Context: an optimization exercise on an open-source flow, tuned for small area, a short achievable clock period and few clock cycles per item. The choices shown serve that exercise and are no tape-out recipe.
Where RTL was checked, it was by simulation tests only, not by an equivalence proof against the original.
Function not checked in runs 1 and 4: the RTL went through the layout flow alone.
Power figures rest on the tool's default switching activity, not on a simulated workload.

[flow/design.v]
module sps_eval (
    input  wire        clk,
    input  wire        rst,           
    input  wire        in_valid,
    output wire        in_ready,
    input  wire [58:0] disc_in,       
    input  wire [42:0] amul_in,       
    input  wire [15:0] pos_in,        
    input  wire [27:0] v0_in,         
    input  wire [30:0] tmul_in,       
    output reg         out_valid,
    output reg  [1:0]  err_out,       
    output wire [57:0] disc_out,      
    output wire [31:0] delta_out      
);
    localparam [1:0] E_OK    = 2'd0;
    localparam [1:0] E_RANGE = 2'd1;
    localparam [1:0] E_DIV0  = 2'd2;
    localparam [1:0] E_NEG   = 2'd3;
    localparam [1:0] P_IDLE = 2'd0;
    localparam [1:0] P_ADD  = 2'd1;
    localparam [1:0] P_SQRT = 2'd2;
    localparam [1:0] P_FULL = 2'd3;
    reg [1:0]  s1;
    reg [3:0]  c1;
    reg [57:0] rad;       
    reg [27:0] rem;       
    reg [28:0] root;      
    reg [15:0] pos1;
    reg [27:0] v01;
    reg [30:0] tmul1;
    reg        neg1, big1;
    assign in_ready = s1[0] == s1[1];     
    function [59:0] sq_step;              
        input [29:0] r;
        input [28:0] s;
        input [1:0]  t;
        reg   [31:0] rs;
        reg   [32:0] df;
        begin
            rs = {r, t};
            df = {1'b0, rs} - {2'b00, s[28:0], 2'b01};
            if (!df[32]) sq_step = {df[29:0], s[27:0], 1'b1};
            else         sq_step = {rs[29:0], s[27:0], 1'b0};
        end
    endfunction
    wire signed [60:0] d_ex = {{2{root[15]}}, root[15], rad[57:0]} + {{18{root[14]}}, root[14:0], rem[27:0]};
    wire d_neg = d_ex[60];
    wire d_big = !d_ex[60] && d_ex[58];
    wire [57:0] d = d_ex[57:0];
    wire [59:0] a1 = sq_step(30'd0, 29'd0, d[57:56]);
    wire [59:0] a2 = sq_step(a1[59:29], a1[28:0], d[55:54]);
    wire [59:0] a3 = sq_step(a2[59:29], a2[28:0], d[53:52]);
    wire [32:0] sx  = {1'b0, rem, rad[57:54]};
    wire [32:0] nr3 = {{3{1'b1}}, ~root[26:0], 3'b111};
    wire [32:0] nr4 = {{2{1'b1}}, ~root[26:0], 4'b1100};
    wire [32:0] nr8 = {{2{1'b1}}, ~root[26:0], 4'b1000};
    wire [32:0] sd1 = sx + nr3;
    wire [32:0] sd2 = sx + nr4;
    wire [32:0] scs = sx ^ nr8 ^ nr3;
    wire [32:0] scc = (sx & nr8) | (sx & nr3) | (nr8 & nr3);
    wire [32:0] sd3 = scs + {scc[31:0], 1'b0};
    wire        sg1 = !sd1[32], sg2 = !sd2[32], sg3 = !sd3[32];
    wire [27:0] srem_nx = sg3 ? sd3[27:0] : sg2 ? sd2[27:0] : sg1 ? sd1[27:0] : sx[27:0];
    wire [28:0] root_nx = {root[26:0], sg2, sg3 | (sg1 & !sg2)};
    wire        side_take = (d_neg || d_big || pos1 == 16'd0) && !side_v;
    reg         side_v;
    reg  [57:0] side_d;
    reg  [1:0]  side_e;
    wire [29:0] vsum;
    wire        vs_co;
    add_bk #(30) u_vsum ({2'b00, v01}, {1'b0, root}, 1'b0, vsum, vs_co);
    wire        pz   = (pos1 == 16'd0);
    wire        div0 = (vsum[29:1] == 29'd0);
    always @(posedge clk) begin
        if (rst) begin
            s1 <= P_IDLE;
        end else begin
            case (s1)
                P_ADD:   s1 <= side_take ? P_IDLE : P_SQRT;
                P_SQRT:  if (c1 == 4'd12) s1 <= P_FULL;
                default: s1 <= in_valid ? P_ADD : P_IDLE;
            endcase
        end
        c1 <= (s1 == P_SQRT) ? c1 + 4'd1 : 4'd0;
        case (s1)
            P_ADD: begin
                rad  <= (d_neg || d_big) ? 58'd0 : {d[51:0], d[57:52]};
                rem  <= a3[56:29];
                root <= a3[28:0];
                neg1 <= d_neg;
                big1 <= d_big;
            end
            P_SQRT: begin
                rad  <= {rad[53:0], rad[57:54]};
                rem  <= srem_nx;
                root <= root_nx;
            end
            default: begin
                rad  <= disc_in[57:0];
                rem  <= amul_in[27:0];
                root <= {13'd0, disc_in[58], amul_in[42:28]};
            end
        endcase
        if (s1 == P_ADD && side_take) begin
            side_d <= (d_neg || d_big) ? 58'd0 : d;
            side_e <= d_neg ? E_NEG : d_big ? E_RANGE : E_OK;
        end
        if (in_ready) begin
            pos1  <= pos_in;
            v01   <= v0_in;
            tmul1 <= tmul_in;
        end
    end
    wire handoff = (s1 == P_FULL);
    reg        busy2;
    reg [3:0]  c2;
    reg [57:0] disc2;
    reg [28:0] q2;
    reg [28:0] drem;
    reg [30:0] tmul2;
    reg [55:0] acc;
    reg [1:0]  qb;
    reg        rerr;
    assign disc_out  = disc2;
    assign delta_out = acc[55:24];
    wire [31:0] dx1 = {1'b0, drem, 2'b01};
    wire [31:0] nq1 = {{3{1'b1}}, ~q2};
    wire [31:0] nq2 = {{2{1'b1}}, ~q2, 1'b1};
    wire [31:0] dcs = dx1 ^ nq1 ^ nq2;
    wire [31:0] dcc = (dx1 & nq1) | (dx1 & nq2) | (nq1 & nq2);
    wire [31:0] dd1, dd2, dd3;
    wire        dc1, dc2, dc3;
    add_bk #(32) u_dd1 (dx1, nq1, 1'b0, dd1, dc1);
    add_bk #(32) u_dd2 (dx1, nq2, 1'b0, dd2, dc2);
    add_bk #(32) u_dd3 (dcs, {dcc[30:0], 1'b1}, 1'b0, dd3, dc3);
    wire        dg1 = !dd1[31], dg2 = !dd2[31], dg3 = !dd3[31];
    wire [28:0] drem_nx = dg3 ? dd3[28:0] : dg2 ? dd2[28:0] : dg1 ? dd1[28:0] : {drem[26:0], 2'b00};
    wire [1:0]  dq_nx   = {dg2, dg3 | (dg1 & !dg2)};
    wire [55:0] ma  = {acc[53:0], 2'b00};
    wire [55:0] mb  = qb[1] ? {24'd0, tmul2, 1'b0} : 56'd0;
    wire [55:0] mc  = qb[0] ? {25'd0, tmul2} : 56'd0;
    wire [55:0] mcs = ma ^ mb ^ mc;
    wire [55:0] mcc = (ma & mb) | (ma & mc) | (mb & mc);
    wire [55:0] acc_nx;
    wire        acc_co;
    add_bk #(56) u_acc (mcs, {mcc[54:0], 1'b0}, 1'b0, acc_nx, acc_co);
    wire skip = neg1 | big1 | pz | div0;
    wire drain = side_v && !busy2;
    always @(posedge clk) begin
        if (rst) begin
            busy2     <= 1'b0;
            out_valid <= 1'b0;
            side_v    <= 1'b0;
        end else begin
            out_valid <= 1'b0;
            if (s1 == P_ADD && side_take)
                side_v <= 1'b1;
            else if (drain && !handoff)
                side_v <= 1'b0;
            if (handoff) begin
                busy2     <= !skip;
                out_valid <= skip;
            end else if (busy2 && c2 == 4'd13) begin
                busy2     <= 1'b0;
                out_valid <= 1'b1;
            end else if (drain) begin
                out_valid <= 1'b1;
            end
        end
        if (handoff) begin
            c2    <= 4'd0;
            disc2 <= rad;
            q2    <= vsum[29:1];
            drem  <= {3'd0, pos1, 10'd0};
            tmul2 <= tmul1;
            acc   <= 56'd0;
            qb    <= 2'b00;
            rerr  <= 1'b0;
            err_out <= neg1 ? E_NEG : big1 ? E_RANGE : pz ? E_OK : div0 ? E_DIV0 : E_OK;
        end else if (drain) begin
            disc2   <= side_d;
            err_out <= side_e;
            acc     <= 56'd0;
        end else begin
            c2   <= c2 + 4'd1;
            drem <= drem_nx;
            qb   <= dq_nx;
            if (c2 == 4'd0 && dg2) begin
                rerr    <= 1'b1;
                err_out <= E_RANGE;
            end
            if (!rerr)
                acc <= acc_nx;
        end
    end
endmodule
module add_bk #(parameter W = 8) (
    input  wire [W-1:0] a,
    input  wire [W-1:0] b,
    input  wire         ci,
    output wire [W-1:0] y,
    output wire         co
);
    localparam L = $clog2(W);
    reg [W-1:0] g, p, px;
    integer i, k;
    always @* begin
        px = a ^ b;
        g  = a & b;
        g[0] = (a[0] & b[0]) | (px[0] & ci);
        p  = px;
        for (k = 0; k < L; k = k + 1) begin
            for (i = (2 << k) - 1; i < W; i = i + (2 << k)) begin
                g[i] = g[i] | (p[i] & g[i-(1<<k)]);
                p[i] = p[i] & p[i-(1<<k)];
            end
        end
        for (k = L - 1; k > 0; k = k - 1) begin
            for (i = 3*(1 << (k-1)) - 1; i < W; i = i + (1 << k)) begin
                g[i] = g[i] | (p[i] & g[i-(1<<(k-1))]);
                p[i] = p[i] & p[i-(1<<(k-1))];
            end
        end
    end
    assign y  = px ^ {g[W-2:0], ci};
    assign co = g[W-1];
endmodule
[flow/flow/run.sh]
#!/bin/bash
# Standard layout, with the port buffers made of the smallest buffer cell
# instead of the cell buffer_ports picks by itself.
set -euo pipefail
export BUFFER_PORTS_ARGS="-buffer_cell sky130_fd_sc_hd__buf_1"
bash standard.sh > standard_flow.log 2>&1
[flow/standard.sh]
#!/bin/bash
# synth_recipe.tcl (not shown) runs the flow's synth.tcl, then flattens the netlist and writes it again
# the make line also repeats each setting of config.mk as NAME=value (left out here)
make -C /OpenROAD-flow-scripts/flow DESIGN_CONFIG=/design/flow/config.mk WORK_HOME=/design/flow/orfs CLKGATE_MAP_FILE= SYNTH_SCRIPT=/design/flow/synth_recipe.tcl "${@:-finish}"
[flow/config.mk]
export PLATFORM = sky130hd
export DESIGN_NAME = sps_eval
export DESIGN_NICKNAME = sps_eval
export VERILOG_FILES = /design/flow/design.v
export SDC_FILE = /design/flow/constraint.sdc
export NUM_CORES = 4
export LEC_CHECK = 0
export CAP_MARGIN = 20
export CORE_MARGIN = 2
export CORE_UTILIZATION = 60
export CTS_BUF_LIST = sky130_fd_sc_hd__clkbuf_4 sky130_fd_sc_hd__clkbuf_8
export PLACE_DENSITY = 0.75
export SETUP_SLACK_MARGIN = 5
export SLEW_MARGIN = 20
[flow/constraint.sdc]
create_clock -name core_clock -period 10.0 [get_ports {clk}]
set_input_delay 2.0000 -clock core_clock [delete_from_list [all_inputs] [get_ports {clk}]]
set_output_delay 2.0000 -clock core_clock [all_outputs]
set_load 0.01 [all_outputs]
==> results_dict.tcl, run 1 <==
set metrics [dict create \
    setup_violations 0 \
    portBuffers 273 \
    yosysMostFrequentCell "ha_1" \
    synth_top_cells_by_count "ha_1, nor2_1, edfxtp_1, a21oi_1, nand2_1" \
    min_period_over_period 0.498 \
    cts_tree "yes" \
    synth_top_area_share 0.238 \
    rsz0062_at_grt "yes" \
    drc 0 \
    pwr-share-clk 0.199 \
    synth_cell_types 102 \
    path_clk_slew_ps 60 \
    async_flop_share 0 \
    grt_overflow 0 \
    vias 28649 \
    p_seq_frac 0.287 \
    coreArea_um2 56600 \
    ys_top_cells_by_area "edfxtp_1, dfxtp_1, ha_1" \
    combinationalPowerShare 0.515 \
    row_count 87 \
    peakVddDrop_v 0.000219 \
    io_pins 274 \
    ant_nets 0 \
    vias_per_cell 6.33 \
    clockBufferDepth 3 \
    grt_max_degree 86 \
    p_sw_w 0.00427 \
    postSynthCellCount 3449 \
    clkSinkCount 473 \
    hp-class "reg -> reg" \
    drive_above_1_share 0.102 \
    syn_area_per_cell_um2 9.99 \
    synthToLayoutAreaGrowth_pct 11.1 \
    slew_headroom 0.259 \
    grtUsageTotal 0.347 \
    leakagePower_nw 15.8 \
    status "complete, no violations" \
    ys_warn_count 4 \
    initial_utilization 0.609 \
    dr.pass1.iters 7 \
    hold_viol_final 0 \
    dp.cells 4343 \
    dpl.hpwl_um 78600 \
    p_per_area_nw_per_um2 263 \
    die_x_um 244 \
    n_fill_cell 4519 \
    slew_violations 0 \
    critPathRequiredTime_ps 10610 \
    synth-edff-count 273 \
    holdBufCountCts 0 \
    fin_crit_ps 4980 \
    gp_congestion 0.979 \
    p_int_w 0.00581 \
    dieArea_um2 59400 \
    syn_area_um2 34500 \
    setup_ws_ps 5020 \
    cts-htree-levels 3 \
    synth-main-ff-cell "edfxtp_1" \
    critical_path_class "reg -> reg" \
    design_area_um2 38300 \
    worst_setup_path_start_kind "flop" \
    setup_tns_ps 0 \
    wire_per_inst_um 23.2 \
    skew_ps 41.1 \
    cts-buffers-inserted 83 \
    fmax_mhz 201 \
    synth_seq_area_share 0.354 \
    grt_pass1_vias 28567 \
    swShare 0.423 \
    die_height_um 244 \
    cp-end-kind "flop" \
    clock-root-buffer "clkbuf_8" \
    clk_latency_ps 700 \
    ys_seq_elements 473 \
    fin_nets 4350 \
    worst_pin_slew_ps 1110 \
    syn_nets 4102 \
    grt_pass1_wl_um 161000 \
    synth_top_cell_by_area "edfxtp_1" \
    wl_um 105000 \
    placed_cell_area_um2 35900 \
    final_cell_count_no_fill 4526 \
    crit_fanout 6 \
    cap_violations 0 \
    drt-initial-drc-count 2516 \
    antenna_found_initial 2 \
    worst_ep_arrival_time_ps 5600 \
    pre_cts_slack_ps 4440 \
]
[critical path, stage by stage, from the launching register on]
cell and delay, ps:
dfxtp_1 640, ha_1 400, a21oi_1 270, o21ai_0 210
or3_1 450, o211ai_1 350, a311o_1 280, a22o_1 330
a21oi_1 90, a21oi_1 190, o22ai_2 140, ha_4 310
nand2b_1 100, o21a_1 240, or4_1 490, a31oi_2 260
o31a_1 160
[power by group through the flow]
stage	clock [W]	sequential, W	combinational, W
after floorplan	0	0.00272	0.00383
after global placement	0	0.00291	0.00473
after detailed placement	0	0.00293	0.00489
after CTS	0.00202	0.00289	0.00497
after global routing	0.00210	0.00292	0.00574
final	0.00200	0.00289	0.00519
[per-layer routing]
metal	routed length [µm]	global-route usage	up-vias
li1	-	-	13107
met1	44100	0.475	13961
met2	48300	0.554	1318
met3	8000	0.0536	261
met4	4660	0.140	2
met5	13	0	-
[final timing paths]
path	start	cells past startpoint	slack [ps]	endpoint
worst max-delay path	rem[20]	16	5020	rem[4]
worst max register to register	rem[20]	16	5020	rem[4]
worst min-delay path	tmul1[19]	0	420	tmul2[19]
worst min register to register	tmul1[19]	0	420	tmul2[19]
[cell families (layout without fill, tap and decap cells)]
| group | after synthesis | after routing | synth area share |
|---|---|---|---|
| other | 0 | 2 | 0 |
| xor gates and xnor gates | 212 | 212 | 0.0546 |
| DFF | 473 | 473 | 0.354 |
| and+or+nand+nor | 885 | 885 | 0.122 |
| muxes | 114 | 114 | 0.0353 |
| AOI/OAI and AO/OA | 966 | 966 | 0.188 |
| buffers and inverters | 326 | 645 | 0.0414 |
| adders and majority gates | 473 | 473 | 0.205 |
[cell type report]
class	instances	area [µm²]	area share
inverters	172	653	0.0171
diodes	2	5.00	0.000131
repair buffers	317	1410	0.0368
flip-flops and latches	473	12200	0.319
multi-input cells	2650	21200	0.553
clock inverters	28	270	0.00706
well taps	756	946	0.0247
clock buffers	128	1600	0.0418
[per-stage QoR]
| step | util | power [W] | hold WS, ps |
|---|---|---|---|
| 2_1_floorplan | - | 0.00655 | 400 |
| 3_3_place_gp | 0.633 | 0.00764 | 404 |
| 3_5_place_dp | 0.634 | 0.00782 | 405 |
| 4_1_cts | 0.669 | 0.00988 | 419 |
| 5_1_grt | 0.676 | 0.0108 | 423 |
| 6_report | 0.676 | 0.0101 | 422 |
[state kept, by name, indices dropped and copies added, names as in the netlist, 2 cells and up]
register  cells
err_out       2
c1            4
rem          28
side_e        2
root         29
disc2        58
tmul2        31
tmul1        31
rad          58
c2            4
v01          28
q2           29
drem         29
s1            2
side_d       58
pos1         16
qb            2
acc          56
[placed cells by master, fill, tap and decap left out, types with 62 or more instances in the layout]
cell / synthesis / layout
ha_1: 320 / 315
nand2_1: 220 / 220
a21oi_1: 258 / 248
edfxtp_1: 273 / 273
clkbuf_8: 0 / 102
a21o_1: 112 / 112
a22oi_1: 63 / 62
nor2_1: 288 / 284
xor2_1: 78 / 78
and2_1: 80 / 78
fa_1: 153 / 153
inv_1: 170 / 167
xnor2_1: 131 / 130
o21ai_0: 182 / 171
dfxtp_1: 200 / 185
buf_1: 4 / 273
[timing repair]
action	CTS	global route
setup buffers	2	22
pin swaps	3	12
setup endpoints to repair	214	148
gates resized for setup	26	65
cloned	0	1
==> run 2, diff against run 1 <==
--- a/flow/design.v
+++ b/flow/design.v
@@ -202,7 +202,14 @@
     output wire [W-1:0] y,
     output wire         co
 );
-    localparam L = $clog2(W);
+    function integer lg2;
+        input integer n;
+        begin
+            lg2 = 0;
+            while ((1 << lg2) < n) lg2 = lg2 + 1;
+        end
+    endfunction
+    localparam L = lg2(W);
     reg [W-1:0] g, p, px;
     integer i, k;
     always @* begin
==> run 2 against run 1 <==
Maximum frequency unchanged. Synthesized cell count unchanged. Critical path depth unchanged. Clock power about the same. Register-to-register slack about the same. Largest cell class unchanged.
==> results_dict.tcl, run 2 <==
set metrics [dict create \
    status "complete, no violations" \
    design_area_um2 38300 \
    vias 28649 \
    grt_overflow 0 \
    skew_ps 41.1 \
    cts-htree-levels 3 \
    wl_um 105000 \
    crit_path_frequent_cell "a21oi_1" \
    slew_headroom 0.259 \
    slew_violations 0 \
    path_clk_slew_ps 60 \
    rsz0062_at_grt "yes" \
    ant_nets 0 \
    dpl.hpwl_um 78600 \
    placed_cell_area_um2 35900 \
    postSynthCellCount 3449 \
    gp_congestion 0.979 \
    hold_viol_final 0 \
    ys_top_cells_by_area "edfxtp_1, dfxtp_1, ha_1" \
    slowest_stage "dfxtp_1" \
    peakVddDrop_v 0.000219 \
    portBuffers 273 \
    worst_setup_path_start_kind "flop" \
    crit_family "compound AO/OA/AOI/OAI gates" \
    fin_nets 4350 \
    synth_top_area_share 0.238 \
    mostFrequentLayoutCells "ha_1, nor2_1, edfxtp_1, buf_1, a21oi_1" \
    leakagePower_nw 15.8 \
    yosysMostFrequentCell "ha_1" \
    cts-buffers-inserted 83 \
    dieArea_um2 59400 \
    worst_ep_arrival_time_ps 5600 \
    drive_above_1_share 0.102 \
    wire_per_inst_um 23.2 \
    cap_violations 0 \
    p_per_area_nw_per_um2 263 \
    setup_tns_ps 0 \
    clk_latency_ps 700 \
    drc 0 \
    cts_tree "yes" \
    die_height_um 244 \
    synthToLayoutAreaGrowth_pct 11.1 \
    synth-edff-count 273 \
    dr.pass1.iters 7 \
    crit_fanout 6 \
    largest_registers "disc2: 58 flops, rad: 58 flops, side_d: 58 flops" \
    ys_seq_elements 473 \
    syn_area_um2 34500 \
    critical_path_class "reg -> reg" \
    ys_warn_count 4 \
    clock-root-buffer "clkbuf_8" \
    cp-end-kind "flop" \
    crit_path_cell_trace "ha_1 -> a21oi_1 -> o21ai_0 -> or3_1 -> o211ai_1 -> a311o_1 -> a22o_1 -> a21oi_1 -> a21oi_1 -> o22ai_2 -> ha_4 -> nand2b_1 -> o21a_1 -> or4_1 -> a31oi_2 -> o31a_1" \
    synth_top_cells_by_count "ha_1, nor2_1, edfxtp_1, a21oi_1, nand2_1" \
    row_count 87 \
    grt_pass1_vias 28567 \
    clockBufferDepth 3 \
    min_period_over_period 0.498 \
    fin_crit_ps 4980 \
    synth-main-ff-cell "edfxtp_1" \
    synth_cell_types 102 \
    die_x_um 244 \
    syn_nets 4102 \
    antenna_found_initial 2 \
    slowest_delay_ps 640 \
    async_flop_share 0 \
    coreArea_um2 56600 \
    worst_pin_slew_ps 1110 \
    hp-class "reg -> reg" \
    clkSinkCount 473 \
    io_pins 274 \
    drt-initial-drc-count 2516 \
    grt_max_degree 86 \
    layout_commonest_cell "ha_1" \
    grt_pass1_wl_um 161000 \
    fmax_mhz 201 \
    synth_top_cell_by_area "edfxtp_1" \
    vias_per_cell 6.33 \
    critPathRequiredTime_ps 10610 \
    critPathBufInv 0 \
    syn_area_per_cell_um2 9.99 \
    synth_seq_area_share 0.354 \
    grtUsageTotal 0.347 \
    setup_violations 0 \
    initial_utilization 0.609 \
]
[run 2: cell counts in the layout (fill, tap and decap cells not counted)]
Identical to the previous run, type by type.
[run 2: path summary, 6_finish.rpt]
kind,from,endpoint,slack [ps],depth (start not counted)
setup / recovery,rem[20],rem[4],5020,16
hold / removal,tmul1[19],tmul2[19],420,0
setup reg to reg,rem[20],rem[4],5020,16
hold reg to reg,tmul1[19],tmul2[19],420,0
[run 2: power breakdown]
group / total, W / switching, W / internal [W]
combinational: 0.00519 / 0.00297 / 0.00222
sequential: 0.00289 / 0.000426 / 0.00246
clock: 0.00200 / 0.000868 / 0.00113
total: 0.0101 / 0.00427 / 0.00581
[run 2: metal layers]
| metal | GRT usage | routed length (µm) | vias up |
|---|---|---|---|
| met1 | 0.475 | 44100 | 13961 |
| li1 | - | - | 13107 |
| met4 | 0.140 | 4660 | 2 |
| met3 | 0.0536 | 8000 | 261 |
| met2 | 0.554 | 48300 | 1318 |
| met5 | 0 | 13 | - |
[run 2: what timing repair did]
action	4_1_cts	5_1_grt
resized for setup	26	65
setup buffers	2	22
hold buffers	0	0
endpoints found under the setup margin	214	148
cloned	0	1
pin swaps	3	12
[run 2: logic make-up (layout without fill, tap and decap cells)]
kind of cell / after synthesis / after routing / synth area share
AOI/OAI and AO/OA: 966 / 966 / 0.188
and+or+nand+nor: 885 / 885 / 0.122
adders and majority gates: 473 / 473 / 0.205
DFF: 473 / 473 / 0.354
buffers and inverters: 326 / 645 / 0.0414
xor gates and xnor gates: 212 / 212 / 0.0546
muxes: 114 / 114 / 0.0353
other: 0 / 2 / 0
[run 2: worst reg2reg max path, stage by stage, from the launching register on]
cell,delay [ps]
dfxtp_1,640
ha_1,410
a21oi_1,270
o21ai_0,210
or3_1,450
o211ai_1,350
a311o_1,280
a22o_1,330
a21oi_1,90
a21oi_1,190
o22ai_2,140
ha_4,310
nand2b_1,100
o21a_1,240
or4_1,490
a31oi_2,260
o31a_1,160
[run 2: final cells by class]
| cell class | count | area, µm² |
|---|---|---|
| Antenna cell | 2 | 5.00 |
| Clock buffer | 128 | 1600 |
| Clock inverter | 28 | 270 |
| Fill cell | 4519 | 18300 |
| Inverter | 172 | 653 |
| Multi-Input combinational cell | 2650 | 21200 |
| Sequential cell | 473 | 12200 |
| Tap cell | 756 | 946 |
| Timing Repair Buffer | 317 | 1410 |
[run 2: metrics by stage]
stage	setup WS, ps	cells	util	hold slack (ps)	power (W)
3_3_place_gp	4210	4343	0.633	404	0.00764
3_5_place_dp	4440	4343	0.634	405	0.00782
6_report	5020	4526	0.676	422	0.0101
2_1_floorplan	5010	3449	-	400	0.00655
5_1_grt	4940	4525	0.676	423	0.0108
4_1_cts	4930	4501	0.669	419	0.00988
Testbench counts of run 2, summed over its fixed seeds: cycles 42,854, items 3,200.
==> run 3, diff against run 2 <==
==> flow/config.mk (replaced) <==
export PLATFORM = sky130hd
export DESIGN_NAME = sps_eval
export DESIGN_NICKNAME = sps_eval
export VERILOG_FILES = /design/flow/design.v
export SDC_FILE = /design/flow/constraint.sdc
export NUM_CORES = 4
export LEC_CHECK = 0
export CAP_MARGIN = 0
export CORE_MARGIN = 2
export CORE_UTILIZATION = 70
export CTS_BUF_LIST = sky130_fd_sc_hd__clkbuf_4 sky130_fd_sc_hd__clkbuf_8
export PLACE_DENSITY = 0.85
export SETUP_SLACK_MARGIN = 5
export SLEW_MARGIN = 0
==> run 3 against run 2 <==
Highest routed layer unchanged. Via count increased by 2.3%. Die area decreased by 14%. Synthesized cell count is the same. Critical path type unchanged. Largest power group unchanged. Maximum frequency up 1.6%.
==> results_dict.tcl, run 3 <==
set metrics [dict create \
    dpl.hpwl_um 77000 \
    row_count 81 \
    p_per_area_nw_per_um2 265 \
    worst_setup_path_start_kind "flop" \
    async_flop_share 0 \
    p_sw_w 0.00432 \
    p_int_w 0.00573 \
    synth_seq_area_share 0.354 \
    setup_violations 0 \
    coreArea_um2 48700 \
    vias_per_cell 6.63 \
    wire_per_inst_um 23.7 \
    skew_ps 31.7 \
    min_period_over_period 0.490 \
    hp-class "reg -> reg" \
    slew_headroom 0.267 \
    gp_congestion 1.01 \
    die_height_um 226 \
    p_seq_frac 0.288 \
    synth-main-ff-cell "edfxtp_1" \
    setup_ws_ps 5100 \
    slew_violations 0 \
    drc 0 \
    leakagePower_nw 15.7 \
    synth_top_cells_by_count "ha_1, nor2_1, edfxtp_1, a21oi_1, nand2_1" \
    clk_latency_ps 700 \
    rr_startpoint "root[4]" \
    mostFrequentLayoutCells "ha_1, nor2_1, edfxtp_1, buf_1, a21oi_1" \
    syn_area_per_cell_um2 9.99 \
    setup_tns_ps 0 \
    fin_nets 4339 \
    crit_fanout 60 \
    grt_overflow 0 \
    fmax_mhz 204 \
    synthToLayoutAreaGrowth_pct 10.1 \
    cts-htree-levels 3 \
    hp-start "tmul1[22]" \
    combinationalPowerShare 0.522 \
    cts-buffers-inserted 82 \
    drive_above_1_share 0.0983 \
    portBuffers 273 \
    synth_cell_types 102 \
    hold_viol_final 0 \
    clock-root-buffer "clkbuf_8" \
    synth_top_area_share 0.238 \
    syn_area_um2 34500 \
    synth-edff-count 273 \
    rsz0062_at_grt "no" \
    slowest_delay_ps 500 \
    yosysMostFrequentCell "ha_1" \
    fin_crit_ps 4900 \
    worst_ep_arrival_time_ps 5230 \
    clkSinkCount 473 \
    peakVddDrop_v 0.000145 \
    grt_pass1_wl_um 158000 \
    critPathRequiredTime_ps 10330 \
    grt_max_degree 86 \
    placed_cell_area_um2 35800 \
    n_fill_cell 3127 \
    cp-startpoint "root[4]" \
    largest_registers "disc2: 58 flops, rad: 58 flops, side_d: 58 flops" \
    die_x_um 226 \
    grt_pass1_vias 28758 \
    cap_violations 0 \
    pwr-share-clk 0.190 \
    crit_path_cell_trace "ha_2 -> o21ai_0 -> o21bai_1 -> o211ai_1 -> a2111o_1 -> o21a_4 -> a211oi_1 -> o21ai_0 -> a21oi_2 -> xnor2_4 -> and2_2 -> a21oi_1 -> and2_2 -> buf_16" \
    layout_commonest_cell "ha_1" \
    syn_nets 4102 \
    utilization 0.778 \
    io_pins 274 \
    cp-end-kind "flop" \
    cts_tree "yes" \
    clockBufferDepth 3 \
    dr.pass1.iters 6 \
    ys_top_cells_by_area "edfxtp_1, dfxtp_1, ha_1" \
    design_area_um2 37900 \
    status "complete, no violations" \
    ys_seq_elements 473 \
    ys_warn_count 4 \
    grtUsageTotal 0.403 \
    antenna_found_initial 3 \
    postSynthCellCount 3449 \
    drt-initial-drc-count 2949 \
    pre_cts_slack_ps 4300 \
    critical_path_class "reg -> reg" \
    swShare 0.430 \
    ant_nets 0 \
    dieArea_um2 51000 \
    worst_pin_slew_ps 1100 \
    path_clk_slew_ps 60 \
    wl_um 105000 \
    synth_top_cell_by_area "edfxtp_1" \
    slowest_stage "ha_2" \
    vias 29322 \
    initial_utilization 0.707 \
]
-- run 3: changes by cell type in the layout (fill, tap and decap cells not counted), sizes merged --
| cell | delta |
|---|---|
| diode | +2 |
| bufinv | -2 |
| clkinv | +1 |
| clkinvlp | -2 |
| inv | -1 |
| buf | -9 |
-- run 3: through the flow --
| stage | hold slack, ps | cells | power (W) |
|---|---|---|---|
| floorplan | 400 | 3449 | 0.00655 |
| global placement | 403 | 4254 | 0.00758 |
| detailed placement | 407 | 4254 | 0.00782 |
| CTS | 420 | 4412 | 0.00983 |
| global route | 430 | 4419 | 0.0106 |
| finish | 419 | 4423 | 0.0100 |
-- run 3: cells by family (layout without fill, tap and decap cells) --
logic type,Yosys count,count (layout),synth area share
adders and majority gates,473,473,0.205
muxes,114,114,0.0353
other,0,4,0
AOI/OAI and AO/OA,966,966,0.188
buffers and inverters,326,632,0.0414
DFF,473,473,0.354
xor gates and xnor gates,212,212,0.0546
and+or+nand+nor,885,885,0.122
-- run 3: final timing paths --
path	to	slack, ps	depth (start not counted)
setup / recovery	side_d[57]	5100	14
hold / removal	tmul2[22]	420	0
setup reg to reg	side_d[57]	5100	14
hold reg to reg	tmul2[22]	420	0
-- run 3: critical path: cells and delay by family, from the launching register on --
family | cells | cell delay (ps)
AO/OA/AOI/OAI | 9 | 2370
AND/OR/NAND/NOR | 2 | 630
adder cells (fa/ha/maj) | 1 | 500
flip-flops | 1 | 450
buffers and inverters | 1 | 270
XOR/XNOR | 1 | 220
-- run 3: cell type report --
class	instances	area, µm²	area share
Sequential cell	473	12200	0.322
Clock inverter	24	204	0.00537
Tap cell	664	831	0.0219
Timing Repair Buffer	307	1310	0.0346
Multi-Input combinational cell	2650	21100	0.557
Antenna cell	4	10.0	0.000264
Inverter	172	653	0.0172
Clock buffer	129	1570	0.0413
-- run 3: power groups by stage --
stage	clock network, W	logic [W]	registers, W
after floorplan	0	0.00383	0.00272
after global placement	0	0.00468	0.00290
after detailed placement	0	0.00491	0.00292
after CTS	0.00192	0.00502	0.00289
after global routing	0.00200	0.00572	0.00292
final	0.00191	0.00524	0.00289
-- run 3: per-layer routing --
metal | wire length, µm | global-route usage
met4 | 6690 | 0.227
met1 | 41100 | 0.523
met2 | 47300 | 0.636
met5 | 23 | 0
met3 | 9480 | 0.0748
-- run 3: what timing repair did --
| item | in CTS | in global routing |
|---|---|---|
| gates resized for setup | 27 | 53 |
| hold buffers | 0 | 0 |
| pin swaps | 3 | 9 |
| endpoints found under the setup margin | 236 | 235 |
| setup buffers | 5 | 7 |
==> run 4, diff against run 3 <==
--- a/flow/design.v
+++ b/flow/design.v
@@ -202,14 +202,7 @@
     output wire [W-1:0] y,
     output wire         co
 );
-    function integer lg2;
-        input integer n;
-        begin
-            lg2 = 0;
-            while ((1 << lg2) < n) lg2 = lg2 + 1;
-        end
-    endfunction
-    localparam L = lg2(W);
+    localparam L = $clog2(W);
     reg [W-1:0] g, p, px;
     integer i, k;
     always @* begin
==> flow/run.sh (new file) <==
#!/bin/bash
# synth_recipe.tcl (not shown) runs the flow's synth.tcl, then flattens the netlist and writes it again
# the make line also repeats each setting of config.mk as NAME=value (left out here)
make -C /OpenROAD-flow-scripts/flow DESIGN_CONFIG=/design/flow/config.mk WORK_HOME=/design/flow/orfs CLKGATE_MAP_FILE= SYNTH_SCRIPT=/design/flow/synth_recipe.tcl finish
==> flow/config.mk (replaced) <==
export PLATFORM = sky130hd
export DESIGN_NAME = sps_eval
export DESIGN_NICKNAME = sps_eval
export VERILOG_FILES = /design/flow/design.v
export SDC_FILE = /design/flow/constraint.sdc
export NUM_CORES = 4
export LEC_CHECK = 0
export CAP_MARGIN = 20
export CORE_MARGIN = 2
export CORE_UTILIZATION = 60
export PLACE_DENSITY = 0.75
export SETUP_SLACK_MARGIN = 5
export SLEW_MARGIN = 20
removed: flow/flow/run.sh
removed: flow/standard.sh
==> run 4 against run 3 <==
Critical path depth is 5 higher. Non-clock buffer count increased by 1. Area after synthesis unchanged. Worst hold slack barely moved. Cell count increased by 0.75%. Power grew 2.5%. Synthesized cell count stayed put. Critical endpoint is now err_out[1]. Largest cell class unchanged.
==> results_dict.tcl, run 4 <==
set metrics [dict create \
    ys_seq_elements 473 \
    synth_seq_area_share 0.354 \
    antenna_found_initial 1 \
    p_per_area_nw_per_um2 258 \
    dpl.hpwl_um 80400 \
    dieArea_um2 59400 \
    syn_area_per_cell_um2 9.99 \
    holdBufCountCts 0 \
    status "complete, no violations" \
    setup_violations 0 \
    synth_top_cell_by_area "edfxtp_1" \
    layout_commonest_cell "ha_1" \
    clock-root-buffer "clkbuf_16" \
    die_height_um 244 \
    crit_path_cell_trace "ha_1 -> a21o_1 -> a21o_1 -> a21oi_1 -> o21ai_0 -> a2111oi_0 -> a21oi_2 -> a41oi_2 -> a21oi_2 -> a21boi_0 -> inv_1 -> fa_1 -> xor2_1 -> nor4_1 -> nand3_1 -> nor4_4 -> and3b_1 -> o21ai_0 -> nand2_1" \
    slew_headroom 0.254 \
    synthSimpleGateAreaFrac 0.122 \
    rr_startpoint "root[13]" \
    cts_tree "yes" \
    async_flop_share 0 \
    pre_cts_slack_ps 4470 \
    crit_fanout 4 \
    synth-main-ff-cell "edfxtp_1" \
    slowest_delay_ps 620 \
    portBuffers 273 \
    rsz0062_at_grt "yes" \
    drive_above_1_share 0.0835 \
    coreArea_um2 56600 \
    largest_registers "disc2: 58 flops, rad: 58 flops, side_d: 58 flops" \
    synth_top_family_by_area "adder cells" \
    wire_per_inst_um 24.0 \
    worst_setup_path_start_kind "flop" \
    syn_nets 4102 \
    hold_ws_ps 419 \
    cap_violations 0 \
    synth_compound_area_frac 0.188 \
    r2r-end "err_out[1]" \
    hp-class "reg -> reg" \
    synthXorXnorAreaFrac 0.0546 \
    regToRegSetupSlack_ps 4990 \
    cp-end-kind "flop" \
    clk_latency_ps 630 \
    yosysMostFrequentCell "ha_1" \
    postSynthCellCount 3449 \
    hold_viol_final 0 \
    setup_tns_ps 0 \
    synth-edff-count 273 \
    ant_nets 0 \
    synthToLayoutAreaGrowth_pct 15.7 \
    vias_per_cell 6.42 \
    leakagePower_nw 16.4 \
    synth_top_area_share 0.238 \
    grtUsageTotal 0.355 \
    initial_utilization 0.609 \
    synth_top_cells_by_count "ha_1, nor2_1, edfxtp_1, a21oi_1, nand2_1" \
    setup_ws_ps 4990 \
    grt_overflow 0 \
    yosys.area_share.adder 0.205 \
    fin_crit_ps 5010 \
    min_period_over_period 0.501 \
    fmax_mhz 200 \
    ys_top_cells_by_area "edfxtp_1, dfxtp_1, ha_1" \
    cts-buffers-inserted 51 \
    grt_pass1_wl_um 164000 \
    peakVddDrop_v 0.000216 \
    skew_ps 37.7 \
    drt-initial-drc-count 2633 \
    slowest_stage "a2111oi_0" \
    critical_path_class "reg -> reg" \
    fin_nets 4309 \
    path_clk_slew_ps 60 \
    ys_warn_count 4 \
    slew_violations 0 \
    syn_area_um2 34500 \
    vias 28612 \
    dr.pass1.iters 7 \
    grt_pass1_vias 28627 \
    wl_um 107000 \
    cts-htree-levels 2 \
    synth_cell_types 102 \
    gp_congestion 1.01 \
    drc 0 \
    worst_pin_slew_ps 1120 \
    worst_ep_arrival_time_ps 5500 \
    row_count 87 \
    clkSinkCount 473 \
    die_x_um 244 \
    io_pins 274 \
    cp-startpoint "root[13]" \
    clockBufferDepth 3 \
    crit_end "err_out[1]" \
    n_fill_cell 4227 \
    critPathRequiredTime_ps 10490 \
    synth_mux_area_frac 0.0353 \
    mostFrequentLayoutCells "ha_1, nor2_1, edfxtp_1, clkdlybuf4s50_1, a21oi_1" \
    r2r_cells 19 \
    grt_max_degree 86 \
]
==> run 4: cell counts after synthesis <==
No cell type changed its count.
==> run 4: per-stage QoR <==
stage	total power [W]	utilization	cell area, µm²	cells
after floorplan	0.00655	-	34500	3449
after global placement	0.00777	0.664	37600	4346
after detailed placement	0.00796	0.664	37600	4348
after CTS	0.0101	0.699	39600	4449
after global routing	0.0110	0.704	39800	4455
final	0.0103	0.704	39900	4456
==> run 4: power by group <==
part | internal, W | switching [W]
Sequential | 0.00246 | 0.000432
Clock | 0.00122 | 0.000851
Combinational | 0.00234 | 0.00300
==> run 4: cell type report <==
type                            count  area (µm²)  share of cell area
Multi-Input combinational cell   2650       21200               0.532
Sequential cell                   473       12200               0.307
Timing Repair Buffer              308        3020              0.0759
Clock buffer                       69        1440              0.0360
Tap cell                          756         946              0.0237
Inverter                          172         653              0.0164
Clock inverter                     27         383             0.00961
Antenna cell                        1        2.50           0.0000628
==> run 4: how the worst min path moves through the flow <==
stage / to / from / slack, ps / cells past startpoint
after global routing: tmul2[23] / tmul1[23] / 420 / 0
final: tmul2[23] / tmul1[23] / 420 / 0
after floorplan: tmul2[0] / tmul1[0] / 400 / 0
after CTS: tmul2[23] / tmul1[23] / 420 / 0
after global placement: tmul2[19] / tmul1[19] / 400 / 0
after detailed placement: tmul2[13] / tmul1[13] / 410 / 0
==> run 4: cell families (layout without fill, tap and decap cells) <==
kind of cell	Yosys count	count (layout)
multiplexers	114	114
other	0	1
flip-flops	473	473
adder cells (fa/ha/maj)	473	473
buffers and inverters	326	576
AO/OA/AOI/OAI	966	966
XOR/XNOR	212	212
AND/OR/NAND/NOR	885	885
==> run 4: metal layers <==
layer,GRT usage,share of wire,vias to the layer above
met5,0,0,-
met4,0.162,0.050,0
met3,0.0445,0.076,253
met2,0.570,0.46,1307
met1,0.483,0.41,14045
li1,-,-,13007
==> run 4: critical path: cells and delay by family, from the launching register on <==
family,cells,cell delay (ps)
AOI/OAI and AO/OA,10,2190
and+or+nand+nor,5,1130
adders and majority gates,2,750
DFF,1,580
xor gates and xnor gates,1,170
buffers and inverters,1,100
==> run 4: what timing repair did <==
action | in CTS | in global routing
gates resized for setup | 26 | 61
setup buffers | 5 | 6
setup endpoints to repair | 227 | 187
cloned | 0 | 0
pin swaps | 3 | 13
==> run 5, diff against run 4 <==
--- a/flow/design.v
+++ b/flow/design.v
@@ -30,7 +30,8 @@
     reg [27:0] v01;
     reg [30:0] tmul1;
     reg        neg1, big1;
-    assign in_ready = s1[0] == s1[1];     
+    reg        rdy;       
+    assign in_ready = rdy;
     function [59:0] sq_step;              
         input [29:0] r;
         input [28:0] s;
@@ -74,18 +75,28 @@
     wire        div0 = (vsum[29:1] == 29'd0);
     always @(posedge clk) begin
         if (rst) begin
-            s1 <= P_IDLE;
+            s1  <= P_IDLE;
+            rdy <= 1'b1;
         end else begin
             case (s1)
-                P_ADD:   s1 <= side_take ? P_IDLE : P_SQRT;
-                P_SQRT:  if (c1 == 4'd12) s1 <= P_FULL;
-                default: s1 <= in_valid ? P_ADD : P_IDLE;
+                P_ADD: begin
+                    s1  <= side_take ? P_IDLE : P_SQRT;
+                    rdy <= side_take;
+                end
+                P_SQRT: begin
+                    if (c1 == 4'd12) s1 <= P_FULL;
+                    rdy <= (c1 == 4'd12);
+                end
+                default: begin
+                    s1  <= in_valid ? P_ADD : P_IDLE;
+                    rdy <= !in_valid;
+                end
             endcase
         end
         c1 <= (s1 == P_SQRT) ? c1 + 4'd1 : 4'd0;
         case (s1)
             P_ADD: begin
-                rad  <= (d_neg || d_big) ? 58'd0 : {d[51:0], d[57:52]};
+                rad  <= {d[51:0], d[57:52]};
                 rem  <= a3[56:29];
                 root <= a3[28:0];
                 neg1 <= d_neg;
@@ -103,7 +114,7 @@
             end
         endcase
         if (s1 == P_ADD && side_take) begin
-            side_d <= (d_neg || d_big) ? 58'd0 : d;
+            side_d <= d;
             side_e <= d_neg ? E_NEG : d_big ? E_RANGE : E_OK;
         end
         if (in_ready) begin
@@ -170,7 +181,7 @@
         end
         if (handoff) begin
             c2    <= 4'd0;
-            disc2 <= rad;
+            disc2 <= (neg1 || big1) ? 58'd0 : rad;
             q2    <= vsum[29:1];
             drem  <= {3'd0, pos1, 10'd0};
             tmul2 <= tmul1;
@@ -179,7 +190,7 @@
             rerr  <= 1'b0;
             err_out <= neg1 ? E_NEG : big1 ? E_RANGE : pz ? E_OK : div0 ? E_DIV0 : E_OK;
         end else if (drain) begin
-            disc2   <= side_d;
+            disc2   <= side_e[0] ? 58'd0 : side_d;
             err_out <= side_e;
             acc     <= 56'd0;
         end else begin
@@ -202,7 +213,14 @@
     output wire [W-1:0] y,
     output wire         co
 );
-    localparam L = $clog2(W);
+    function integer lg2;
+        input integer n;
+        begin
+            lg2 = 0;
+            while ((1 << lg2) < n) lg2 = lg2 + 1;
+        end
+    endfunction
+    localparam L = lg2(W);
     reg [W-1:0] g, p, px;
     integer i, k;
     always @* begin
==> flow/flow/run.sh (new file) <==
#!/bin/bash
set -euo pipefail
export BUFFER_PORTS_ARGS="-buffer_cell sky130_fd_sc_hd__buf_1"
export SETUP_SLACK_MARGIN=5.6
bash standard.sh > standard_flow.log 2>&1
==> flow/standard.sh (new file) <==
#!/bin/bash
# synth_recipe.tcl (not shown) runs the flow's synth.tcl, then flattens the netlist and writes it again
# the make line also repeats each setting of config.mk as NAME=value (left out here)
make -C /OpenROAD-flow-scripts/flow DESIGN_CONFIG=/design/flow/config.mk WORK_HOME=/design/flow/orfs CLKGATE_MAP_FILE= SYNTH_SCRIPT=/design/flow/synth_recipe.tcl "${@:-finish}"
==> flow/config.mk (replaced) <==
export PLATFORM = sky130hd
export DESIGN_NAME = sps_eval
export DESIGN_NICKNAME = sps_eval
export VERILOG_FILES = /design/flow/design.v
export SDC_FILE = /design/flow/constraint.sdc
export NUM_CORES = 4
export LEC_CHECK = 0
export CAP_MARGIN = 0
export CORE_MARGIN = 2
export CORE_UTILIZATION = 70
export CTS_BUF_LIST = sky130_fd_sc_hd__clkbuf_4 sky130_fd_sc_hd__clkbuf_8
export PLACE_DENSITY = 0.85
export SLEW_MARGIN = 0
removed: flow/run.sh
==> run 5 against run 4 <==
First-iteration DRC count rose by 36%. Combinational power rose by 0.8%. Highest routed layer is now met5. Area after synthesis fell by 0.93%. Routed wire length rose by 2.0%. Worst setup slack improved by 120 ps. Utilization rose by 12 points. Clock-buffer cell count rose by 43. Maximum frequency rose by 2.4%. Sequential power fell by 2%. Die area fell by 15%. Global-route usage rose by 5.0 points. Largest cell class unchanged. Largest power group unchanged.
==> results_dict.tcl, run 5 <==
set metrics [dict create \
    n_fill_cell 2759 \
    coreArea_um2 47900 \
    p_seq_frac 0.280 \
    synth_top_family_by_area "adder cells" \
    grt_pass1_vias 28814 \
    portBuffers 273 \
    synth_top_area_share 0.240 \
    crit_fanout 5 \
    rsz0062_at_grt "yes" \
    fin_nets 4408 \
    yosys.area_share.adder 0.207 \
    cts_tree "yes" \
    synth_top_cell_by_area "edfxtp_1" \
    combinationalPowerShare 0.534 \
    die_x_um 225 \
    rr_startpoint "tmul2[2]" \
    slew_violations 0 \
    io_pins 274 \
    grt_pass1_wl_um 159000 \
    crit_path_cell_trace "and2_1 -> fa_2 -> inv_1 -> fa_2 -> nor2b_4 -> o21ai_2 -> a21boi_1 -> o21ai_2 -> a21oi_2 -> a31o_2 -> a21oi_2 -> o21ai_2 -> a21oi_2 -> o21ai_2 -> a21o_4 -> a41oi_4 -> buf_6 -> nor3_2 -> ha_1 -> xnor2_1 -> nor2_1 -> a21oi_1 -> nor2_1" \
    path_clk_slew_ps 70 \
    pwr-share-clk 0.186 \
    fmax_mhz 205 \
    vias 29865 \
    setup_violations 0 \
    p_per_area_nw_per_um2 255 \
    p_sw_w 0.00431 \
    hold_viol_final 0 \
    cts-htree-levels 3 \
    holdBufCountCts 0 \
    slowest_delay_ps 580 \
    drive_above_1_share 0.148 \
    clockBufferDepth 3 \
    hp-start "tmul1[24]" \
    cp-startpoint "tmul2[2]" \
    status "complete, no violations" \
    skew_ps 58.5 \
    synthSimpleGateAreaFrac 0.126 \
    critPathRequiredTime_ps 10570 \
    synth-main-ff-cell "edfxtp_1" \
    wl_um 109000 \
    grt_max_degree 95 \
    leakagePower_nw 16.5 \
    initial_utilization 0.712 \
    synth_mux_area_frac 0.0141 \
    vias_per_cell 6.72 \
    drc 0 \
    yosysMostFrequentCell "ha_1" \
    slowest_stage "fa_2" \
    hp-class "reg -> reg" \
    worst_pin_slew_ps 1170 \
    row_count 80 \
    postSynthCellCount 3442 \
    setup_tns_ps 0 \
    cp-end-kind "flop" \
    mostFrequentLayoutCells "edfxtp_1, buf_1, ha_1" \
    ys_seq_elements 474 \
    cts-buffers-inserted 78 \
    dr.pass1.iters 8 \
    grt_overflow 0 \
    synth_compound_area_frac 0.196 \
    peakVddDrop_v 0.000138 \
    synthXorXnorAreaFrac 0.0566 \
    fin_crit_ps 4890 \
    swShare 0.428 \
    ant_nets 0 \
    syn_area_um2 34100 \
    synth-edff-count 273 \
    synthToLayoutAreaGrowth_pct 15.5 \
    critical_path_class "reg -> reg" \
    p_int_w 0.00575 \
    ys_warn_count 4 \
    syn_nets 4096 \
    antenna_found_initial 6 \
    min_period_over_period 0.489 \
    worst_ep_arrival_time_ps 5450 \
    clkSinkCount 474 \
    dp.cells 4176 \
    largest_registers "disc2: 58 flops, rad: 58 flops, side_d: 58 flops" \
    dpl.hpwl_um 72600 \
    critPathBufInv 2 \
    crit_family "compound AO/OA/AOI/OAI gates" \
    synth_cell_types 100 \
    slew_headroom 0.219 \
    grtUsageTotal 0.405 \
    clk_latency_ps 730 \
    async_flop_share 0 \
    clock-root-buffer "clkbuf_8" \
    die_height_um 225 \
    gp_congestion 0.986 \
    synth_seq_area_share 0.358 \
    drt-initial-drc-count 3590 \
    dieArea_um2 50500 \
    worst_setup_path_start_kind "flop" \
    cap_violations 0 \
    syn_area_per_cell_um2 9.92 \
    ys_top_cells_by_area "edfxtp_1, dfxtp_1, ha_1" \
    wire_per_inst_um 24.6 \
    final_cell_count_no_fill 4443 \
    crit_path_frequent_cell "o21ai_2" \
    synth_top_cells_by_count "ha_1, edfxtp_1, nand2_1, a21oi_1, nor2_1" \
]
## run 5: cell types whose count changed after synthesis, sizes merged, moves of 17 or more
| cell | change |
|---|---|
| mux2 | -60 |
| nand2 | +50 |
| nor2 | -52 |
| a22o | +52 |
| o21ai | +17 |
| nand2b | +17 |
| xor2 | +18 |
| a221oi | -19 |
## run 5: cell type report
class / count / area (µm²) / share of cell area
multi-input combinational: 2638 / 21900 / 0.555
clock inverter: 34 / 295 / 0.00749
inverter: 162 / 622 / 0.0158
sequential: 474 / 12300 / 0.313
timing repair buffer: 400 / 2110 / 0.0535
tap: 615 / 769 / 0.0195
antenna: 8 / 20.0 / 0.000508
clock buffer: 112 / 1390 / 0.0353
## run 5: through the flow
stage	utilization	instance area, µm²	worst slack, ps	hold WS (ps)	power [W]
after detailed placement	0.739	35400	4150	406	0.00723
after global placement	0.739	35400	4390	406	0.00701
final	0.822	39400	5110	420	0.0101
after floorplan	-	34200	5580	400	0.00613
after CTS	0.804	38500	5490	417	0.00945
after global routing	0.822	39400	5090	423	0.0106
## run 5: final timing paths
path / end / slack [ps] / cells after the start
worst min register to register: tmul2[24] / 420 / 0
worst max-delay path: acc[41] / 5110 / 23
worst max register to register: acc[41] / 5110 / 23
worst min-delay path: tmul2[24] / 420 / 0
## run 5: timing repair
action,in CTS,in global routing
gates cloned,4,2
pin swaps,83,84
buffers inserted,66,41
resized for setup,222,128
setup endpoints to repair,160,142
## run 5: worst reg2reg max path, delay by kind of cell (launching register included)
kind                       cells  cell delay (ps)
buffers and inverters          2              260
AOI/OAI and AO/OA             12             1960
adders and majority gates      3             1260
and+or+nand+nor                5              710
DFF                            1              400
xor gates and xnor gates       1              170
## run 5: kinds of logic (layout without fill, tap and decap cells)
kind of cell             Yosys count  count (layout)
XOR/XNOR                         215             215
AO/OA/AOI/OAI                   1001            1005
AND/OR/NAND/NOR                  895             896
buffers and inverters            335             708
adder cells (fa/ha/maj)          474             474
multiplexers                      48              48
other                              0               8
flip-flops                       474             474
## run 5: metal layers
metal	global-route usage	part of all wire
met4	0.224	0.072
met3	0.0794	0.10
met2	0.640	0.45
met1	0.525	0.37
met5	0	0.000073
## run 5: power groups by stage
stage          combinational (W)  sequential [W]  clock [W]
6_report                 0.00537         0.00282    0.00187
4_1_cts                  0.00482         0.00277    0.00186
2_1_floorplan            0.00347         0.00266          0
5_1_grt                  0.00579         0.00283    0.00196
3_3_place_gp             0.00420         0.00281          0
3_5_place_dp             0.00440         0.00282          0
Testbench counts of run 5, summed over its fixed seeds: cycles 42,854, items 3,200.
==> run 6, diff against run 5 <==
==> flow/flow/run.sh (replaced) <==
#!/bin/bash
set -euo pipefail
export BUFFER_PORTS_ARGS="-buffer_cell sky130_fd_sc_hd__buf_1"
export SETUP_SLACK_MARGIN=5.0
bash standard.sh > standard_flow.log 2>&1
==> run 6 against run 5 <==
Still clean. Critical path depth did not move. Die area unchanged. Area after synthesis unchanged. Power shrank 6.1%. Clock power barely moved. Synthesized cell count is the same. Sequential cell count stayed put. First-iteration DRC count fell by 22%. Combinational power is about 10% lower. Design area decreased by 4.4%. Register-to-register slack hardly changed. Largest cell class unchanged.
==> results_dict.tcl, run 6 <==
set metrics [dict create \
    hold_viol_final 0 \
    ant_nets 0 \
    drt-initial-drc-count 2800 \
    largest_registers "disc2: 58 flops, rad: 58 flops, side_d: 58 flops" \
    grt_max_degree 78 \
    syn_nets 4096 \
    wl_um 102000 \
    postSynthCellCount 3442 \
    synthToLayoutAreaGrowth_pct 10.5 \
    peakVddDrop_v 0.000174 \
    status "complete, no violations" \
    drive_above_1_share 0.0882 \
    ys_top_cells_by_area "edfxtp_1, dfxtp_1, ha_1" \
    regToRegSetupSlack_ps 5110 \
    cts-buffers-inserted 81 \
    dp.cells 4178 \
    rr_startpoint "qb[0]" \
    cts-htree-levels 3 \
    r2r_cells 23 \
    dieArea_um2 50500 \
    dpl.hpwl_um 73900 \
    whs_path_depth 0 \
    clock-root-buffer "clkbuf_8" \
    grt_pass1_vias 28542 \
    hold_ws_ps 394 \
    vias_per_cell 6.63 \
    grt_pass1_wl_um 155000 \
    synth-edff-count 273 \
    leakagePower_nw 16.0 \
    clk_latency_ps 690 \
    portBuffers 273 \
    grtUsageTotal 0.394 \
    fin_crit_ps 4890 \
    cap_violations 0 \
    worst_ep_arrival_time_ps 5440 \
    layout_commonest_cell "ha_1" \
    synth_top_area_share 0.240 \
    synth_seq_area_share 0.358 \
    grt_overflow 0 \
    min_period_over_period 0.489 \
    seq_area_um2 12300 \
    skew_ps 43.8 \
    wire_per_inst_um 23.4 \
    initial_utilization 0.712 \
    slew_headroom 0.298 \
    rsz0062_at_grt "no" \
    design_area_um2 37700 \
    synth_top_cell_by_area "edfxtp_1" \
    coreArea_um2 47900 \
    final_cell_count_no_fill 4351 \
    syn_area_per_cell_um2 9.92 \
    die_height_um 225 \
    vias 28846 \
    drc 0 \
    worst_setup_path_start_kind "flop" \
    worst_pin_slew_ps 1050 \
    n_fill_cell 3070 \
    clockBufferDepth 3 \
    dr.pass1.iters 8 \
    fin_nets 4320 \
    cp-end-kind "flop" \
    setup_tns_ps 0 \
    antenna_found_initial 7 \
    critical_path_class "reg -> reg" \
    ys_seq_elements 474 \
    io_pins 274 \
    synth_cell_types 100 \
    fmax_mhz 205 \
    setup_violations 0 \
    r2r-end "acc[31]" \
    clkSinkCount 474 \
    whs_endpoint "tmul2[0]" \
    async_flop_share 0 \
    mostFrequentLayoutCells "ha_1, edfxtp_1, buf_1" \
    multiInputGateArea_um2 21000 \
    slew_violations 0 \
    path_clk_slew_ps 60 \
    row_count 80 \
    yosysMostFrequentCell "ha_1" \
    ys_warn_count 4 \
    synth_top_cells_by_count "ha_1, edfxtp_1, nand2_1, a21oi_1, nor2_1" \
    p_per_area_nw_per_um2 251 \
    cts_tree "yes" \
    critPathRequiredTime_ps 10550 \
    hp-class "reg -> reg" \
    die_x_um 225 \
    holdBufCountCts 0 \
    syn_area_um2 34100 \
    gp_congestion 1.00 \
    placed_cell_area_um2 35400 \
    crit_fanout 17 \
    synth-main-ff-cell "edfxtp_1" \
    hp-start "tmul1[0]" \
]
## run 6: cell counts after synthesis
Identical to the previous run, type by type.
## run 6: cells by family after synthesis
group           count (synthesis)  share of synthesized area
fa+ha+maj                     474                      0.207
compound gates               1001                      0.196
xor+xnor                      215                     0.0566
simple gates                  895                      0.126
mux                            48                     0.0141
buf+inv                       335                     0.0416
flops                         474                      0.358
## run 6: worst max-delay path by stage
stage,cells after the start,slack [ps],startpoint,endpoint
detailed placement,23,4030,qb[1],acc[47]
finish,23,5110,qb[0],acc[31]
global placement,23,4360,qb[1],acc[49]
CTS,23,4970,qb[1],acc[53]
global route,23,4860,qb[1],acc[31]
floorplan,20,5070,root[14],rem[7]
## run 6: worst max-delay path, stage by stage, from the launching register on
cell	delay (ps)
dfxtp_4	450
and2_1	180
fa_1	430
ha_1	230
inv_1	70
fa_1	180
nor2b_1	60
o21ai_1	160
a21boi_1	100
o21ai_1	210
a21oi_2	110
a31o_2	260
a21oi_1	200
o21ai_0	140
a21oi_1	260
o21ai_2	140
a21o_1	220
a21o_1	180
a21o_1	180
fa_1	400
xnor2_1	220
nor2_1	70
a21oi_1	200
nor2_1	90
## run 6: what timing repair did
action	4_1_cts	5_1_grt
setup endpoints to repair	111	136
pin swaps	8	22
gates resized for setup	33	92
buffers inserted	5	12
cloned	0	3
## run 6: cell type report
type | count | area share
Inverter | 162 | 0.0163
Sequential cell | 474 | 0.326
Tap cell | 615 | 0.0204
Antenna cell | 4 | 0.000265
Timing Repair Buffer | 311 | 0.0357
Multi-Input combinational cell | 2636 | 0.557
Clock buffer | 113 | 0.0378
Clock inverter | 36 | 0.00713
## run 6: per-layer routing
layer,GRT usage,part of all wire,vias up
met5,0,0.00033,-
met4,0.199,0.059,6
met3,0.0746,0.091,376
met2,0.637,0.46,1613
met1,0.510,0.39,13883
li1,-,-,12968
## run 6: power breakdown
group          switching (W)  leakage (nW)  internal, W
combinational        0.00279          10.8      0.00203
sequential          0.000355          4.27      0.00242
clock               0.000846         0.899      0.00101
## run 6: metrics by stage
step           utilization  power, W  setup slack [ps]
4_1_cts              0.777   0.00919              4970
6_report             0.786   0.00945              5110
5_1_grt              0.786    0.0100              4860
3_5_place_dp         0.738   0.00723              4030
2_1_floorplan            -   0.00612              5070
3_3_place_gp         0.738   0.00701              4360
==> run 7, diff against run 6 <==
--- a/flow/config.mk
+++ b/flow/config.mk
@@ -9,5 +9,6 @@
 export CORE_MARGIN = 2
 export CORE_UTILIZATION = 70
 export CTS_BUF_LIST = sky130_fd_sc_hd__clkbuf_4 sky130_fd_sc_hd__clkbuf_8
+export GPL_ROUTABILITY_DRIVEN = 0
 export PLACE_DENSITY = 0.85
 export SLEW_MARGIN = 0
==> run 7 against run 6 <==
Sequential power barely moved. Still clean on timing, DRC and antenna. Via count up 1.1%. Global-route usage decreased by 0.87 points. Worst hold slack gained 25 ps.
==> results_dict.tcl, run 7 <==
set metrics [dict create \
    vias 29170 \
    coreArea_um2 47900 \
    p_per_area_nw_per_um2 249 \
    cts-buffers-inserted 80 \
    grt_pass1_wl_um 153000 \
    clockBufferDepth 3 \
    slew_violations 0 \
    synth_top_area_share 0.240 \
    seq_area_um2 12300 \
    synth-edff-count 273 \
    die_x_um 225 \
    rsz0062_at_grt "yes" \
    hp-class "reg -> reg" \
    regToRegSetupSlack_ps 5050 \
    dieArea_um2 50500 \
    dp.cells 4176 \
    drive_above_1_share 0.0856 \
    critPathBufInv 2 \
    min_period_over_period 0.495 \
    final_cell_count_no_fill 4350 \
    layout_commonest_cell "ha_1" \
    synth_top_cells_by_count "ha_1, edfxtp_1, nand2_1, a21oi_1, nor2_1" \
    hp-start "tmul1[1]" \
    die_height_um 225 \
    wire_per_inst_um 22.8 \
    pre_cts_slack_ps 4090 \
    clkSinkCount 474 \
    fmax_mhz 202 \
    grt_overflow 0 \
    syn_area_per_cell_um2 9.92 \
    portBuffers 273 \
    worst_pin_slew_ps 1060 \
    leakagePower_nw 16.0 \
    setup_ws_ps 5050 \
    path_clk_slew_ps 70 \
    crit_fanout 49 \
    slew_headroom 0.296 \
    synth_top_cell_by_area "edfxtp_1" \
    critical_path_class "reg -> reg" \
    ys_top_cells_by_area "edfxtp_1, dfxtp_1, ha_1" \
    syn_nets 4096 \
    n_fill_cell 3039 \
    design_area_um2 37600 \
    worst_ep_arrival_time_ps 5580 \
    synth_cell_types 100 \
    grt_pass1_vias 28907 \
    multiInputGateArea_um2 21000 \
    setup_tns_ps 0 \
    async_flop_share 0 \
    vias_per_cell 6.71 \
    fin_crit_ps 4950 \
    setup_violations 0 \
    crit_path_cell_trace "inv_1 -> ha_1 -> nand2b_1 -> a21oi_1 -> o211ai_1 -> a21oi_1 -> o2111ai_1 -> nand3b_1 -> o211ai_1 -> o21ai_0 -> a311oi_4 -> buf_4 -> or3_1 -> a31oi_1 -> o31a_1" \
    grtUsageTotal 0.385 \
    whs_path_depth 0 \
    mostFrequentLayoutCells "ha_1, edfxtp_1, buf_1" \
    rr_startpoint "rad[56]" \
    ys_seq_elements 474 \
    cp-end-kind "flop" \
    cts_tree "yes" \
    initial_utilization 0.712 \
    worst_setup_path_start_kind "flop" \
    whs_endpoint "tmul2[1]" \
    critPathRequiredTime_ps 10620 \
    grt_max_degree 93 \
    hold_ws_ps 420 \
    cts-htree-levels 3 \
    crit_family "compound AO/OA/AOI/OAI gates" \
    r2r_cells 15 \
    drc 0 \
    ant_nets 0 \
    synthToLayoutAreaGrowth_pct 10.2 \
    r2r-end "rem[6]" \
    synth_seq_area_share 0.358 \
    drt-initial-drc-count 3372 \
    postSynthCellCount 3442 \
    status "complete, no violations" \
    slowest_stage "dfxtp_1" \
    dr.pass1.iters 8 \
    largest_registers "disc2: 58 flops, rad: 58 flops, side_d: 58 flops" \
    yosysMostFrequentCell "ha_1" \
    skew_ps 37.7 \
    hold_viol_final 0 \
    slowest_delay_ps 650 \
    clk_latency_ps 710 \
    row_count 80 \
    ys_warn_count 4 \
    clock-root-buffer "clkbuf_8" \
    wl_um 99300 \
    placed_cell_area_um2 35300 \
    io_pins 274 \
    antenna_found_initial 6 \
    peakVddDrop_v 0.000153 \
    synth-main-ff-cell "edfxtp_1" \
    dpl.hpwl_um 71600 \
    syn_area_um2 34100 \
    cap_violations 0 \
    fin_nets 4312 \
]
==> run 7: cell types whose count changed in the layout (fill, tap and decap cells not counted), moves of 4 or more <==
| cell | before | now |
|---|---|---|
| diode_2 | 4 | 9 |
| buf_4 | 32 | 26 |
| ha_2 | 16 | 12 |
| ha_1 | 298 | 303 |
| clkinv_2 | 13 | 17 |
==> run 7: worst max-delay path by stage <==
stage          slack [ps]      from          to  cells after the start
2_1_floorplan        5070  root[14]      rem[7]                     20
3_3_place_gp         4360     qb[1]     acc[47]                     23
3_5_place_dp         4090     qb[0]     acc[49]                     23
4_1_cts              4990     qb[1]     acc[49]                     23
5_1_grt              4830   root[1]  err_out[1]                     22
6_report             5050   rad[56]      rem[6]                     15
==> run 7: worst reg2reg max path, stage by stage (launching register included) <==
cell       delay, ps
dfxtp_1          650
inv_1            250
ha_1             300
nand2b_1         200
a21oi_1          290
o211ai_1         180
a21oi_1          380
o2111ai_1        210
nand3b_1         130
o211ai_1         220
o21ai_0          600
a311oi_4         190
buf_4            350
or3_1            450
a31oi_1          300
o31a_1           180
==> run 7: per-layer routing <==
| metal | share of wire | global-route usage | up-vias |
|---|---|---|---|
| met4 | 0.068 | 0.244 | 0 |
| li1 | - | - | 12938 |
| met2 | 0.45 | 0.610 | 1912 |
| met3 | 0.11 | 0.0811 | 445 |
| met1 | 0.37 | 0.484 | 13875 |
| met5 | 0 | 0 | - |
==> run 7: cell families after synthesis <==
family / Yosys count / share of synthesized area
muxes: 48 / 0.0141
DFF: 474 / 0.358
buffers and inverters: 335 / 0.0416
xor gates and xnor gates: 215 / 0.0566
and+or+nand+nor: 895 / 0.126
AOI/OAI and AO/OA: 1001 / 0.196
adders and majority gates: 474 / 0.207
==> run 7: timing repair <==
item	in CTS	in global routing
hold buffers	0	0
endpoints found under the setup margin	59	133
cloned	1	2
setup buffers	4	8
pin swaps	6	15
resized for setup	30	87
==> run 7: final cells by class <==
| class | instances | area share |
|---|---|---|
| multi-input combinational | 2636 | 0.557 |
| antenna | 9 | 0.000599 |
| inverter | 162 | 0.0162 |
| timing repair buffer | 304 | 0.0343 |
| clock buffer | 114 | 0.0379 |
| tap | 615 | 0.0205 |
| sequential | 474 | 0.327 |
| clock inverter | 36 | 0.00652 |
==> run 7: stage by stage <==
stage / util / power (W)
finish: 0.784 / 0.00937
global route: 0.784 / 0.00993
CTS: 0.775 / 0.00913
detailed placement: 0.737 / 0.00720
global placement: 0.737 / 0.00695
floorplan: - / 0.00612
==> run 7: power by group <==
part	switching (W)	total (W)	internal (W)
clock network	0.000856	0.00184	0.000979
logic	0.00275	0.00474	0.00199
registers	0.000368	0.00279	0.00242

-- what the ideal ports hide --
The flow's constraints put no driver on any port. The routed layouts listed below were extracted and timed again, unchanged, in two steps.
Step 1 sets driving cells, clkbuf_16 on the clock port and buf_2 on the other inputs (assumed; they add their load-dependent delay and slew).
Step 2 adds t to the input delays and takes it off the output delays; t is the mean of the earliest and latest rising clock arrival at the registers after step 1. Input paths then give back, and output paths get back, about the clock's delay inside the block.
a / b / c = no drivers / after step 1 / after step 2; a / b = the first two.
run | t (ns) | setup slack, ns | hold WS [ns] | worst register clock-pin slew, ns | worst data-port slew with drivers (ns)
run 1 | 0.741 | 5.017 / 5.017 / 5.017 | 0.422 / 0.422 / 0.422 | 0.07 / 0.07 | 0.09
run 2 | 0.741 | 5.017 / 5.017 / 5.017 | 0.422 / 0.422 / 0.422 | 0.07 / 0.07 | 0.09
run 3 | 0.748 | 5.097 / 5.097 / 5.097 | 0.419 / 0.419 / 0.419 | 0.07 / 0.07 | 0.11
run 4 | 0.677 | 4.994 / 4.994 / 4.994 | 0.419 / 0.419 / 0.419 | 0.08 / 0.08 | 0.09
run 5 | 0.759 | 5.112 / 5.112 / 5.112 | 0.420 / 0.420 / 0.420 | 0.08 / 0.08 | 0.12
run 6 | 0.732 | 5.112 / 5.112 / 5.112 | 0.394 / 0.394 / 0.394 | 0.07 / 0.07 | 0.13
run 7 | 0.746 | 5.048 / 5.048 / 5.048 | 0.420 / 0.420 / 0.420 | 0.07 / 0.07 | 0.14
After both steps setup and hold are still met in every run listed.
